Context: an optimization exercise on an open-source flow, tuned for small area and a short achievable clock period. The choices shown serve that exercise and are no tape-out recipe.
RTL that was checked went through simulation tests only; none was proved equivalent to the original.
Power is estimated from default activity; no workload was simulated.

## wavegen
module wavegen (
    input  wire        clk,
    input  wire        rst,             
    input  wire [7:0]  cmd,
    input  wire        cmd_valid,
    output wire        cmd_ready,
    output reg         pin,
    output wire        running,
    output wire [31:0] freq_out,
    output wire [31:0] inc_out,
    output wire [7:0]  duty_high_out,
    output wire [7:0]  duty_low_out
);
For scale: roughly 140 flip-flops, roughly 7800 sq um of cells after synthesis.
Settings: LEC_CHECK=0, CAP_MARGIN=20, CORE_MARGIN=2, CORE_UTILIZATION=40, CTS_BUF_LIST=sky130_fd_sc_hd__clkbuf_8, SLEW_MARGIN=20; clock period 60.0 ns.
standard.sh (not shown) runs the stock make flow with config.mk's settings and CLKGATE_MAP_FILE= SYNTH_SCRIPT=/design/flow/synth_recipe.tcl, a recipe that flattens the netlist after the stock synthesis.
==> flow/flow/run.sh <==
#!/bin/bash
# Layout flow: the standard ORFS flow (standard.sh), with three settings
# added on top of the standard flow's config.mk:
#  - SETUP_SLACK_MARGIN: repair_timing keeps working until every path has this
#    much slack at the design's clock period, so the gates on the paths from
#    the inputs and to the outputs get sized and buffered for speed;
#  - ADDER_MAP_FILE empty: Yosys does not extract half/full adder cells, so
#    ABC maps the (ripple) arithmetic to plain gates, which is smaller here.
# The clock period, constraints and synthesis script are the standard flow's.
set -euo pipefail
W=$(pwd)
MARGIN=$(cat flow/margin.txt)
cat > "$W/flow_config.mk" <<EOM
include $W/config.mk
export SETUP_SLACK_MARGIN = $MARGIN
export ADDER_MAP_FILE =
EOM
sed "s#DESIGN_CONFIG=[^ ]*#DESIGN_CONFIG=$W/flow_config.mk#" standard.sh > flow_standard.sh
bash flow_standard.sh > flow_make.log 2>&1
==> flow/flow/margin.txt <==
46.5
The starting point finished clean.
Next try:
--- a/flow/flow/run.sh
+++ b/flow/flow/run.sh
@@ -2,2 +2,2 @@
-# Layout flow: the standard ORFS flow (standard.sh), with three settings
-# added on top of the standard flow's config.mk:
+# Layout flow: the standard ORFS flow (standard.sh) with the settings in
+# flow/extra.mk added on top of the standard flow's config.mk:
@@ -8 +8,2 @@
-#    ABC maps the (ripple) arithmetic to plain gates, which is smaller here.
+#    ABC maps the (ripple) arithmetic to plain gates, which is smaller here;
+#  - BUFFER_PORTS_ARGS: the cell the port buffers start from.
@@ -12,6 +13 @@
-MARGIN=$(cat flow/margin.txt)
-cat > "$W/flow_config.mk" <<EOM
-include $W/config.mk
-export SETUP_SLACK_MARGIN = $MARGIN
-export ADDER_MAP_FILE =
-EOM
+{ echo "include $W/config.mk"; cat flow/extra.mk; } > "$W/flow_config.mk"
==> flow/flow/extra.mk (new file) <==
export SETUP_SLACK_MARGIN = 46.5
export ADDER_MAP_FILE =
export BUFFER_PORTS_ARGS = -buffer_cell sky130_fd_sc_hd__buf_2
removed: flow/flow/margin.txt
Flip-flop and latch count is unchanged.
Register-to-register slack gets worse by 0.09 ns.
Final cell count went down by 1.2%.
Final area went down by 6.1%.
Count of clock-buffer cells in the layout does not change.
Power went down by 0.36%.
Clock power went down by about 0.8%.
No run of this note included a check of the RTL's function; only the layout flow was run.

Another version of the RTL of wavegen (not shown whole).
Size in the first run: roughly 140 flip-flops, about 94 I/O pins, ~7600 sq um of cells after synthesis.
==> flow/design.v (excerpt) <==
module wavegen (
    input  wire        clk,
    input  wire        rst,             
    input  wire [7:0]  cmd,
    input  wire        cmd_valid,
    output wire        cmd_ready,
    output reg         pin,
    output wire        running,
    output wire [31:0] freq_out,
    output wire [31:0] inc_out,
    output wire [7:0]  duty_high_out,
    output wire [7:0]  duty_low_out
);
    localparam [20:0] F_MAX = 21'd1_250_000;   
    localparam [34:0] NUM   = 35'd1_562_500;   
    reg [20:0] freq8;        
    reg        inc_sel;
    reg [5:0]  dh;           
    reg [5:0]  dl;           
    reg        run;
    reg        ready;
    reg [20:0] rem_r;        
    reg [13:0] quo;          
    reg [3:0]  dcnt;         
    reg [13:0] clkdiv_m1;    
    reg [13:0] tick_cnt;
    reg [3:0]  pattern_j;
    reg [3:0]  fq0, fq1, fq2, fq3;   
    reg [2:0]  fifo_cnt;
    reg [3:0]  cur_j;
    reg [3:0]  osr_rem;
    wire [11:0] lo_is, lo_il, lo_ds, lo_dl;
    wavegen_addk #(.W(11), .K(11'd125),  .SUB(0)) u_is (.a(freq8[10:0]), .s(lo_is));
    wavegen_addk #(.W(11), .K(11'd1250), .SUB(0)) u_il (.a(freq8[10:0]), .s(lo_il));
    wavegen_addk #(.W(11), .K(11'd125),  .SUB(1)) u_ds (.a(freq8[10:0]), .s(lo_ds));
    wavegen_addk #(.W(11), .K(11'd1250), .SUB(1)) u_dl (.a(freq8[10:0]), .s(lo_dl));
    wire [9:0]  hi_p, hi_m;
    assign hi_p[0] = 1'b1;
    assign hi_m[0] = 1'b1;
    genvar gi;
    generate
        for (gi = 1; gi < 10; gi = gi + 1) begin : g_hi
            assign hi_p[gi] = hi_p[gi-1] &  freq8[10+gi];
            assign hi_m[gi] = hi_m[gi-1] & !freq8[10+gi];
        end
    endgenerate
    wire [3:0] sat = {freq8 < 21'd1375, freq8 < 21'd250,
                      freq8 > F_MAX - 21'd1250, freq8 > F_MAX - 21'd125};
    wire [21:0] rem2 = {rem_r, quo[13]};
    wire [21:0] flip;            
    wire        qbit;            
    wavegen_sub22 u_div (.a(rem2), .b({1'b0, freq8}), .x(flip), .nb(qbit));
    wire        dload = !ready && dcnt == 4'd15;
    always @(posedge clk) begin
        if (dload) begin
            rem_r <= NUM[34:14];
  ...
==> flow/config.mk <==
export PLATFORM = sky130hd
export DESIGN_NAME = wavegen
export DESIGN_NICKNAME = wavegen
export VERILOG_FILES = /design/flow/design.v
export SDC_FILE = /design/flow/constraint.sdc
export NUM_CORES = 4
export LEC_CHECK = 0
export CAP_MARGIN = 20
export CORE_MARGIN = 2
export CORE_UTILIZATION = 40
export CTS_BUF_LIST = sky130_fd_sc_hd__clkbuf_8
export SLEW_MARGIN = 20
==> flow/constraint.sdc <==
create_clock -name core_clock -period 60.0 [get_ports {clk}]
set_input_delay 12.0000 -clock core_clock [delete_from_list [all_inputs] [get_ports {clk}]]
set_output_delay 12.0000 -clock core_clock [all_outputs]
set_load 0.01 [all_outputs]
==> flow/flow/run.sh <==
#!/bin/bash
# Layout flow: the standard ORFS flow (standard.sh) with the settings in
# flow/extra.mk added on top of the standard flow's config.mk:
#  - SETUP_SLACK_MARGIN: repair_timing keeps working until every path has this
#    much slack at the design's clock period, so the gates on the paths from
#    the inputs and to the outputs get sized and buffered for speed;
#  - ADDER_MAP_FILE empty: Yosys does not extract half/full adder cells, so
#    ABC maps the (ripple) arithmetic to plain gates, which is smaller here;
#  - BUFFER_PORTS_ARGS: the cell the port buffers start from.
# The clock period, constraints and synthesis script are the standard flow's.
set -euo pipefail
W=$(pwd)
{ echo "include $W/config.mk"; cat flow/extra.mk; } > "$W/flow_config.mk"
sed "s#DESIGN_CONFIG=[^ ]*#DESIGN_CONFIG=$W/flow_config.mk#" standard.sh > flow_standard.sh
bash flow_standard.sh > flow_make.log 2>&1
==> flow/flow/extra.mk <==
export SETUP_SLACK_MARGIN = 46.5
export ADDER_MAP_FILE =
export BUFFER_PORTS_ARGS = -buffer_cell sky130_fd_sc_hd__buf_1
==> next run, changes <==
==> flow/flow/extra.mk (replaced) <==
export SETUP_SLACK_MARGIN = 46.5
export ADDER_MAP_FILE =
export BUFFER_PORTS_ARGS = -buffer_cell sky130_fd_sc_hd__buf_2
ABC_AREA = 1   (was unset)
Result:
- sequential share of layout area fell by 0.26 points
- power went up by 4.5%
- cell count rose by 14%
- clock power falls by about 2%
- final area rose by 0.77%
- via count grows by 4.6%
- worst setup slack got worse by 0.067 ns
- non-clock buffer count falls by 1
- synthesized area is lower by 0.61%
- wire length went up by 4.9%
- die area fell by 0.59%
==> next run, changes <==
ABC_AREA = unset   (was 1)
Result:
- final cell count shrinks by 13%
- via count shrinks by 6.7%
- core utilization falls by 1.0 points
- clock skew hardly moves
- area after synthesis rises by 0.61%

Another version of the RTL of wavegen (not shown whole).
Size in the first run: about 830 cells after synthesis, about 130 flip-flops.
==> flow/config.mk <==
export PLATFORM = sky130hd
export DESIGN_NAME = wavegen
export DESIGN_NICKNAME = wavegen
export VERILOG_FILES = /design/flow/design.v
export SDC_FILE = /design/flow/constraint.sdc
export NUM_CORES = 4
export LEC_CHECK = 0
export CAP_MARGIN = 20
export CORE_MARGIN = 2
export CORE_UTILIZATION = 70
export CTS_BUF_LIST = sky130_fd_sc_hd__clkbuf_4
export CTS_CLUSTER_SIZE = 12
export SLEW_MARGIN = 20
==> flow/constraint.sdc <==
create_clock -name core_clock -period 60.0 [get_ports {clk}]
set_input_delay 12.0000 -clock core_clock [delete_from_list [all_inputs] [get_ports {clk}]]
set_output_delay 12.0000 -clock core_clock [all_outputs]
set_load 0.01 [all_outputs]
==> flow/flow/extra.mk <==
export SETUP_SLACK_MARGIN = 46.5
export ADDER_MAP_FILE =
export BUFFER_PORTS_ARGS = -buffer_cell sky130_fd_sc_hd__buf_2
export SKIP_REPAIR_TIE_FANOUT = 1
Scripts as last shown in full above: flow/flow/run.sh
The starting point completed without violations.
Rerun with:
--- a/flow/config.mk
+++ b/flow/config.mk
@@ -8,6 +8,5 @@
 export CAP_MARGIN = 20
 export CORE_MARGIN = 2
-export CORE_UTILIZATION = 70
-export CTS_BUF_LIST = sky130_fd_sc_hd__clkbuf_4
-export CTS_CLUSTER_SIZE = 12
+export CORE_UTILIZATION = 40
+export CTS_BUF_LIST = sky130_fd_sc_hd__clkbuf_8
 export SLEW_MARGIN = 20
=> The changed run finished clean; maximum frequency hardly moves; synthesized cell count does not change; worst hold slack is worse by 0.015 ns.

Starting RTL as in the previous note.
Settings: LEC_CHECK=0, CAP_MARGIN=20, CORE_MARGIN=2, CORE_UTILIZATION=40, CTS_BUF_LIST=sky130_fd_sc_hd__clkbuf_8, SLEW_MARGIN=20; clock period 60.0 ns.
==> flow/flow/extra.mk <==
export SETUP_SLACK_MARGIN = 46.5
export ADDER_MAP_FILE =
export BUFFER_PORTS_ARGS = -buffer_cell sky130_fd_sc_hd__buf_2
Scripts as last shown in full above: flow/flow/run.sh
Change:
--- a/flow/flow/extra.mk
+++ b/flow/flow/extra.mk
@@ -3,0 +4 @@
+export SKIP_REPAIR_TIE_FANOUT = 1
Settings changed: CORE_UTILIZATION 40 to 70.
Result: Synthesized area is unchanged. Total power increases slightly. Critical path depth stays the same. Die area decreases by well over a third. Clock power decreases slightly.
Change:
Settings changed: CTS_BUF_LIST sky130_fd_sc_hd__clkbuf_8 to sky130_fd_sc_hd__clkbuf_4 sky130_fd_sc_hd__clkbuf_8.
After rerunning: Flip-flop and latch count stays the same; worst setup slack gets worse by 0.037 ns; final cell count does not change; routed wire length is higher by a few percent; synthesized cell count is unchanged; die area stays the same; total power rose slightly; global-route usage hardly moves; via count stays flat; combinational power hardly moves; register-to-register slack hardly moves.
Change:
Settings changed: CORE_UTILIZATION 70 to 85, CTS_BUF_LIST sky130_fd_sc_hd__clkbuf_4 sky130_fd_sc_hd__clkbuf_8 to sky130_fd_sc_hd__clkbuf_4.
With this change the flow died in 5_1_grt with GRT-0232.
Synthesized cell count does not change.
Synthesized area is unchanged.

main:
Starting RTL as in the previous note.
Settings: LEC_CHECK=0, CAP_MARGIN=20, CORE_MARGIN=2, CORE_UTILIZATION=70, CTS_BUF_LIST=sky130_fd_sc_hd__clkbuf_8, SLEW_MARGIN=20; clock period 60.0 ns.
==> flow/flow/extra.mk <==
export SETUP_SLACK_MARGIN = 46.5
export ADDER_MAP_FILE =
export BUFFER_PORTS_ARGS = -buffer_cell sky130_fd_sc_hd__buf_2
Scripts as last shown in full above: flow/flow/run.sh
main reached the final stage; the timing, design-rule and antenna checks on its layout passed.
Changes in the feature branch relative to main:
- a change of CORE_UTILIZATION from 70 to 40
==> flow/flow/extra.mk <==
export SETUP_SLACK_MARGIN = 46.8
export ADDER_MAP_FILE =
export BUFFER_PORTS_ARGS = -buffer_cell sky130_fd_sc_hd__buf_2
export SKIP_REPAIR_TIE_FANOUT = 1
On the feature branch: sequential cell area share is 0.90 points lower than what main gave. main → the feature branch: multi-input combinational cell count shrank by about 6%, power shrank by 3.7%, design area grew by about 3.5%, footprint of the multi-input gates shrank by 1.0%, final core utilization shrank by 34 points. When the final numbers for the feature branch and main were put side by side, the wire length after detailed routing turned out to be smaller in the feature branch.

wavegen, a different RTL version from the one above (not shown whole).
Size: about 130 flip-flops, roughly 94 I/O pins.
## wavegen
module wavegen (
    input  wire        clk,
    input  wire        rst,             
    input  wire [7:0]  cmd,
    input  wire        cmd_valid,
    output wire        cmd_ready,
    output reg         pin,
    output wire        running,
    output wire [31:0] freq_out,
    output wire [31:0] inc_out,
    output wire [7:0]  duty_high_out,
    output wire [7:0]  duty_low_out
);
Settings: LEC_CHECK=0, CAP_MARGIN=20, CORE_MARGIN=2, CORE_UTILIZATION=70, CTS_BUF_LIST=sky130_fd_sc_hd__clkbuf_4, SLEW_MARGIN=20; clock period 60.0 ns.
==> flow/flow/extra.mk <==
export SETUP_SLACK_MARGIN = 46.3
export ADDER_MAP_FILE =
export BUFFER_PORTS_ARGS = -buffer_cell sky130_fd_sc_hd__buf_2
export SKIP_REPAIR_TIE_FANOUT = 1
Scripts as last shown in full above: flow/flow/run.sh
The first run finished with timing, DRC and antenna clean.
Edit:
==> flow/flow/extra.mk (replaced) <==
export SETUP_SLACK_MARGIN = 46.5
export ADDER_MAP_FILE =
export BUFFER_PORTS_ARGS = -buffer_cell sky130_fd_sc_hd__buf_2
export SKIP_REPAIR_TIE_FANOUT = 1
Non-clock buffer count climbs by 9. Total power goes down by 5.6%. Count of clock-buffer cells in the layout is unchanged. Register-to-register slack gets better by 0.18 ns. Routed wire length drops by about 3%. Design area is higher by 1.6%. Sequential power stays flat. Via count barely changes. Combinational power went down by about 2%. Critical path depth drops by 5. Worst hold slack hardly moves.

== old ==
The RTL this note starts from:
==> flow/design.v <==
module wavegen (
    input  wire        clk,
    input  wire        rst,             
    input  wire [7:0]  cmd,
    input  wire        cmd_valid,
    output wire        cmd_ready,
    output reg         pin,
    output wire        running,
    output wire [31:0] freq_out,
    output wire [31:0] inc_out,
    output wire [7:0]  duty_high_out,
    output wire [7:0]  duty_low_out
);
    localparam [20:0] F_MAX = 21'd1_250_000;   
    localparam [34:0] NUM   = 35'd1_562_500;   
    reg [20:0] freq8;        
    reg        inc_sel;
    reg [5:0]  dh;           
    reg [5:0]  dl;           
    reg        run;
    reg        ready;
    reg [20:0] rem_r;        
    reg [13:0] quo;          
    reg [3:0]  dcnt;         
    reg [13:0] clkdiv_m1;    
    reg [13:0] tick_cnt;
    reg [3:0]  pattern_j;
    reg [3:0]  fq0, fq1, fq2, fq3;   
    reg [2:0]  fifo_cnt;
    reg [3:0]  cur_j;
    reg [3:0]  osr_rem;
    wire [11:0] lo_is, lo_il, lo_ds, lo_dl;
    wire [9:0]  hi_p, hi_m;
    wavegen_addk #(.W(11), .K(11'd125),  .SUB(0)) u_is (.a(freq8[10:0]), .s(lo_is));
    wavegen_addk #(.W(11), .K(11'd1250), .SUB(0)) u_il (.a(freq8[10:0]), .s(lo_il));
    wavegen_addk #(.W(11), .K(11'd125),  .SUB(1)) u_ds (.a(freq8[10:0]), .s(lo_ds));
    wavegen_addk #(.W(11), .K(11'd1250), .SUB(1)) u_dl (.a(freq8[10:0]), .s(lo_dl));
    wavegen_addk #(.W(10), .K(10'd1),    .SUB(0)) u_hp (.a(freq8[20:11]), .s({hp_c, hi_p}));
    wavegen_addk #(.W(10), .K(10'd1),    .SUB(1)) u_hm (.a(freq8[20:11]), .s({hm_c, hi_m}));
    wire hp_c, hm_c;
    wire [3:0] sat = {freq8 < 21'd1375, freq8 < 21'd250,
                      freq8 > F_MAX - 21'd1250, freq8 > F_MAX - 21'd125};
    wire [21:0] rem2 = {rem_r, quo[13]};
    wire [21:0] diff;
    wire        qbit;            
    wavegen_sub22 u_div (.a(rem2), .b({1'b0, freq8}), .d(diff), .nb(qbit));
    wire        dload = !ready && dcnt == 4'd15;
    always @(posedge clk) begin
        if (dload) begin
            rem_r <= NUM[34:14];
            quo   <= NUM[13:0];
        end else begin
            rem_r <= qbit ? diff[20:0] : rem2[20:0];
            if (!ready)
                quo <= {quo[12:0], qbit};
        end
    end
    reg [3:0] duty_j;
    always @(*) begin
        case (dh)
            6'd5:    duty_j = 4'd1;
            6'd10:   duty_j = 4'd2;
            6'd15:   duty_j = 4'd3;
            6'd20:   duty_j = 4'd4;
            6'd25:   duty_j = 4'd5;
            6'd30:   duty_j = 4'd6;
            6'd35:   duty_j = 4'd7;
            6'd40:   duty_j = 4'd8;
            default: duty_j = 4'd9;
        endcase
    end
    wire [5:0] dh_step = (dh == 6'd45) ? 6'd5  : dh + 6'd5;
    wire [5:0] dl_step = (dl == 6'd5)  ? 6'd45 : dl - 6'd5;
    wire tz   = (tick_cnt == 14'd0);
    wire rz   = (osr_rem == 4'd0);
    wire pull = tz & rz;
    wire push = !fifo_cnt[2];
    wire [13:0] tick_dec;
    wavegen_addk #(.W(14), .K(14'd1), .SUB(1)) u_tk (.a(tick_cnt), .s({tk_b, tick_dec}));
    wire tk_b;
    reg [3:0] head;
    always @(*) begin
        case (fifo_cnt[1:0])
            2'd3:    head = fq1;
            2'd2:    head = fq2;
            2'd1:    head = fq3;
            default: head = fq0;
        endcase
    end
    wire pin_tick = rz ? 1'b0 : (osr_rem <= cur_j);
    always @(posedge clk) begin
        if (!run) begin
            tick_cnt <= quo;
            osr_rem  <= 4'd0;
            fifo_cnt <= 3'd0;
        end else begin
            tick_cnt <= tz ? clkdiv_m1 : tick_dec;
            if (tz)
                osr_rem <= rz ? 4'd9 : osr_rem - 4'd1;
            if (push && !pull)
                fifo_cnt <= fifo_cnt + 3'd1;
            else if (pull && !push)
                fifo_cnt <= fifo_cnt - 3'd1;
        end
        if (pull)
            cur_j <= head;
        if (push) begin
            fq3 <= pattern_j;
            fq2 <= fq3;
            fq1 <= fq2;
            fq0 <= fq1;
        end
    end
    wire [20:0] freq8_d;
    wire        inc_sel_d, run_d, ready_d, pin_d, div_load;
    wire [5:0]  dh_d, dl_d;
    wire [3:0]  dcnt_d;
    wavegen_late u_late (
        .rst(rst), .cmd(cmd), .cmd_valid(cmd_valid),
        .ready(ready), .run(run), .pin(pin), .inc_sel(inc_sel),
        .freq8(freq8), .lo_is(lo_is), .lo_il(lo_il), .lo_ds(lo_ds), .lo_dl(lo_dl),
        .hi_p(hi_p), .hi_m(hi_m), .sat(sat),
        .dh(dh), .dl(dl), .dh_step(dh_step), .dl_step(dl_step),
        .dcnt(dcnt), .tz(tz), .pin_tick(pin_tick),
        .freq8_d(freq8_d), .inc_sel_d(inc_sel_d), .dh_d(dh_d), .dl_d(dl_d),
        .run_d(run_d), .ready_d(ready_d), .dcnt_d(dcnt_d), .pin_d(pin_d),
        .div_load(div_load)
    );
    always @(posedge clk) begin
        freq8   <= freq8_d;
        inc_sel <= inc_sel_d;
        dh      <= dh_d;
        dl      <= dl_d;
        run     <= run_d;
        ready   <= ready_d;
        dcnt    <= dcnt_d;
        pin     <= pin_d;
        if (div_load) begin
            clkdiv_m1 <= quo;
            pattern_j <= duty_j;
        end
    end
    assign cmd_ready     = ready;
    assign running       = run;
    assign freq_out      = {8'd0, freq8, 3'd0};
    assign inc_out       = inc_sel ? 32'd10_000 : 32'd1_000;
    assign duty_high_out = {1'b0, dh, 1'b0};
    assign duty_low_out  = {1'b0, dl, 1'b0};
endmodule
module wavegen_late (
    input  wire        rst,
    input  wire [7:0]  cmd,
    input  wire        cmd_valid,
    input  wire        ready,
    input  wire        run,
    input  wire        pin,
    input  wire        inc_sel,
    input  wire [20:0] freq8,
    input  wire [11:0] lo_is, lo_il, lo_ds, lo_dl,
    input  wire [9:0]  hi_p, hi_m,
    input  wire [3:0]  sat,
    input  wire [5:0]  dh, dl, dh_step, dl_step,
    input  wire [3:0]  dcnt,
    input  wire        tz,
    input  wire        pin_tick,
    output wire [20:0] freq8_d,
    output wire        inc_sel_d,
    output wire [5:0]  dh_d, dl_d,
    output wire        run_d,
    output wire        ready_d,
    output wire [3:0]  dcnt_d,
    output wire        pin_d,
    output wire        div_load
);
    localparam [20:0] F_MIN = 21'd125;
    localparam [20:0] F_MAX = 21'd1_250_000;
    localparam [20:0] F_RST = 21'd2_500;
    wire acc     = cmd_valid & ready & (cmd[3:1] == 3'b000);
    wire c_fr    = acc & (cmd[7:5] == 3'b001);             
    wire c_sel   = acc & (cmd[7:4] == 4'h4);
    wire acc0    = acc & !cmd[0];
    wire c_start = acc0 & (cmd[7:4] == 4'h1);
    wire c_step  = acc0 & (cmd[7:4] == 4'h5);
    wire c_sync  = acc0 & (cmd[7:4] == 4'h6);
    wire c_stop  = acc0 & (cmd[7:4] == 4'h7);
    wire dec     = cmd[4];
    wire sel     = cmd[0];
    reg [11:0] lo;
    reg        sat_x;
    always @(*) begin
        case ({dec, sel})
            2'b00:   begin lo = lo_is; sat_x = sat[0]; end
            2'b01:   begin lo = lo_il; sat_x = sat[1]; end
            2'b10:   begin lo = lo_ds; sat_x = sat[2]; end
            default: begin lo = lo_dl; sat_x = sat[3]; end
        endcase
    end
    wire [9:0]  hi    = lo[11] ? (dec ? hi_m : hi_p) : freq8[20:11];
    wire [20:0] f_new = sat_x ? (dec ? F_MIN : F_MAX) : {hi, lo[10:0]};
    assign freq8_d   = rst ? F_RST : c_fr ? f_new : freq8;
    assign inc_sel_d = rst ? 1'b1 : c_sel ? sel : inc_sel;
    assign dh_d      = rst ? 6'd25 : c_step ? dh_step : dh;
    assign dl_d      = rst ? 6'd25 : c_step ? dl_step : dl;
    assign run_d     = !rst & (c_start | (run & !c_stop));
    assign ready_d   = !rst & !c_fr & (ready | dcnt == 4'd0);
    assign dcnt_d    = (rst | c_fr) ? 4'd15 : (!ready && dcnt == 4'd15) ? 4'd13 : dcnt - 4'd1;
    assign pin_d     = rst ? 1'b0 :
                       !run ? (c_start | pin) :
                       (tz & !c_stop) ? pin_tick : pin;
    assign div_load  = !run | c_sync;
endmodule
module wavegen_addk #(parameter W = 8, parameter [W-1:0] K = 0, parameter SUB = 0) (
    input  wire [W-1:0] a,
    output wire [W:0]   s
);
    wire [W:0] c;
    assign c[0] = 1'b0;
    genvar i;
    generate
        for (i = 0; i < W; i = i + 1) begin : g
            assign s[i] = a[i] ^ K[i] ^ c[i];
            if (SUB == 0)
                assign c[i+1] = K[i] ? (a[i] | c[i]) : (a[i] & c[i]);
            else
                assign c[i+1] = K[i] ? (!a[i] | c[i]) : (!a[i] & c[i]);
        end
    endgenerate
    assign s[W] = c[W];
endmodule
module wavegen_sub22 (
    input  wire [21:0] a,
    input  wire [21:0] b,
    output wire [21:0] d,
    output wire        nb
);
    wire [22:0] c;               
    assign c[0] = 1'b0;
    genvar i;
    generate
        for (i = 0; i < 22; i = i + 1) begin : g
            wire p = a[i] ^ b[i];
            assign d[i]   = p ^ c[i];
            assign c[i+1] = p ? b[i] : c[i];
        end
    endgenerate
    assign nb = !c[22];
endmodule
Settings: LEC_CHECK=0, CAP_MARGIN=20, CORE_MARGIN=2, CORE_UTILIZATION=40, CTS_BUF_LIST=sky130_fd_sc_hd__clkbuf_8, SLEW_MARGIN=20; clock period 60.0 ns.
==> flow/flow/run.sh <==
#!/bin/bash
# Layout flow: the standard ORFS flow (standard.sh), with three settings
# added on top of the standard flow's config.mk:
#  - SETUP_SLACK_MARGIN: repair_timing keeps working until every path has this
#    much slack at the design's clock period, so the gates on the paths from
#    the inputs and to the outputs get sized and buffered for speed;
#  - ADDER_MAP_FILE empty: Yosys does not extract half/full adder cells, so
#    ABC maps the (ripple) arithmetic to plain gates, which is smaller here.
# The clock period, constraints and synthesis script are the standard flow's.
set -euo pipefail
W=$(pwd)
MARGIN=$(cat flow/margin.txt)
cat > "$W/flow_config.mk" <<EOM
include $W/config.mk
export SETUP_SLACK_MARGIN = $MARGIN
export ADDER_MAP_FILE =
EOM
sed "s#DESIGN_CONFIG=[^ ]*#DESIGN_CONFIG=$W/flow_config.mk#" standard.sh > flow_standard.sh
bash flow_standard.sh > flow_make.log 2>&1
==> flow/flow/margin.txt <==
46.5
What new does differently from old at the input level:
Settings: an added ABC_AREA of 1.
==> flow/flow/margin.txt <==
47
Notes after the runs:
- new completed every stage of the flow, and the final layout passed the timing, design-rule and antenna checks.
- new against old: total non-filler cell area in the finished layout up about 4.4%; row count down about 2%; sequential share of the synthesized area now larger.
- Diff new..old | worst hold slack | negligible

## re-timing with driven ports
In the flow no input, the clock included, has a driving cell. The finished layouts below were timed again as built, in two steps. Step 1 (the two cells are an assumption about what drives the block):
set clk [get_ports {clk}]
set_driving_cell -lib_cell sky130_fd_sc_hd__clkbuf_16 $clk
set_driving_cell -lib_cell sky130_fd_sc_hd__buf_2 [delete_from_list [all_inputs] $clk]
Step 2 also shifts input and output timing later by t, the mid clock arrival at the registers, as if the neighbouring blocks saw the same clock. Slacks: ideal / step 1 / step 2; pairs: ideal / step 1.
run | shift t [ns] | setup WS [ns] | worst setup path after step 2 | worst register clock-pin slew, ns | pins driven straight from the clock port
the first run of note 1 | 0.472 | 46.553 / 46.519 / 46.100 | input to register | 0.08 / 0.08 | 1
the second run of note 1 | 0.491 | 46.613 / 46.580 / 46.139 | input to register | 0.09 / 0.09 | 1
the first run of note 2 | 0.480 | 46.432 / 46.434 / 45.954 | input to register | 0.09 / 0.09 | 1
the second run of note 2 | 0.480 | 46.365 / 46.332 / 45.852 | input to register | 0.09 / 0.09 | 1
the third run of note 2 | 0.474 | 46.570 / 46.573 / 46.100 | input to register | 0.08 / 0.08 | 1
the first run of note 3 | 0.565 | 46.295 / 46.261 / 45.702 | input to register | 0.12 / 0.12 | 1
the second run of note 3 | 0.483 | 46.280 / 46.231 / 45.748 | input to register | 0.09 / 0.09 | 1
the first run of note 4 | 0.485 | 46.367 / 46.292 / 45.806 | input to register | 0.08 / 0.08 | 1
the second run of note 4 | 0.468 | 46.222 / 46.159 / 45.691 | input to register | 0.08 / 0.08 | 1
the third run of note 4 | 0.475 | 46.185 / 46.129 / 45.654 | input to register | 0.08 / 0.08 | 1
main | 0.472 | 46.290 / 46.238 / 45.766 | input to register | 0.08 / 0.08 | 1
the feature branch | 0.479 | 46.325 / 46.251 / 45.772 | input to register | 0.09 / 0.09 | 1
the first run of note 6 | 0.550 | 46.337 / 46.347 / 45.798 | input to register | 0.11 / 0.11 | 1
the second run of note 6 | 0.553 | 46.466 / 46.432 / 45.954 | input to register | 0.12 / 0.12 | 1
old | 0.486 | 46.543 / 46.501 / 46.077 | input to register | 0.09 / 0.09 | 1
new | 0.499 | 46.704 / 46.659 / 46.160 | input to register | 0.10 / 0.10 | 1
After both steps every run listed still meets setup and hold. The setup slack of the first run of note 3, which loses most, moves by -0.034 ns with the drivers and by -0.593 ns with both steps.
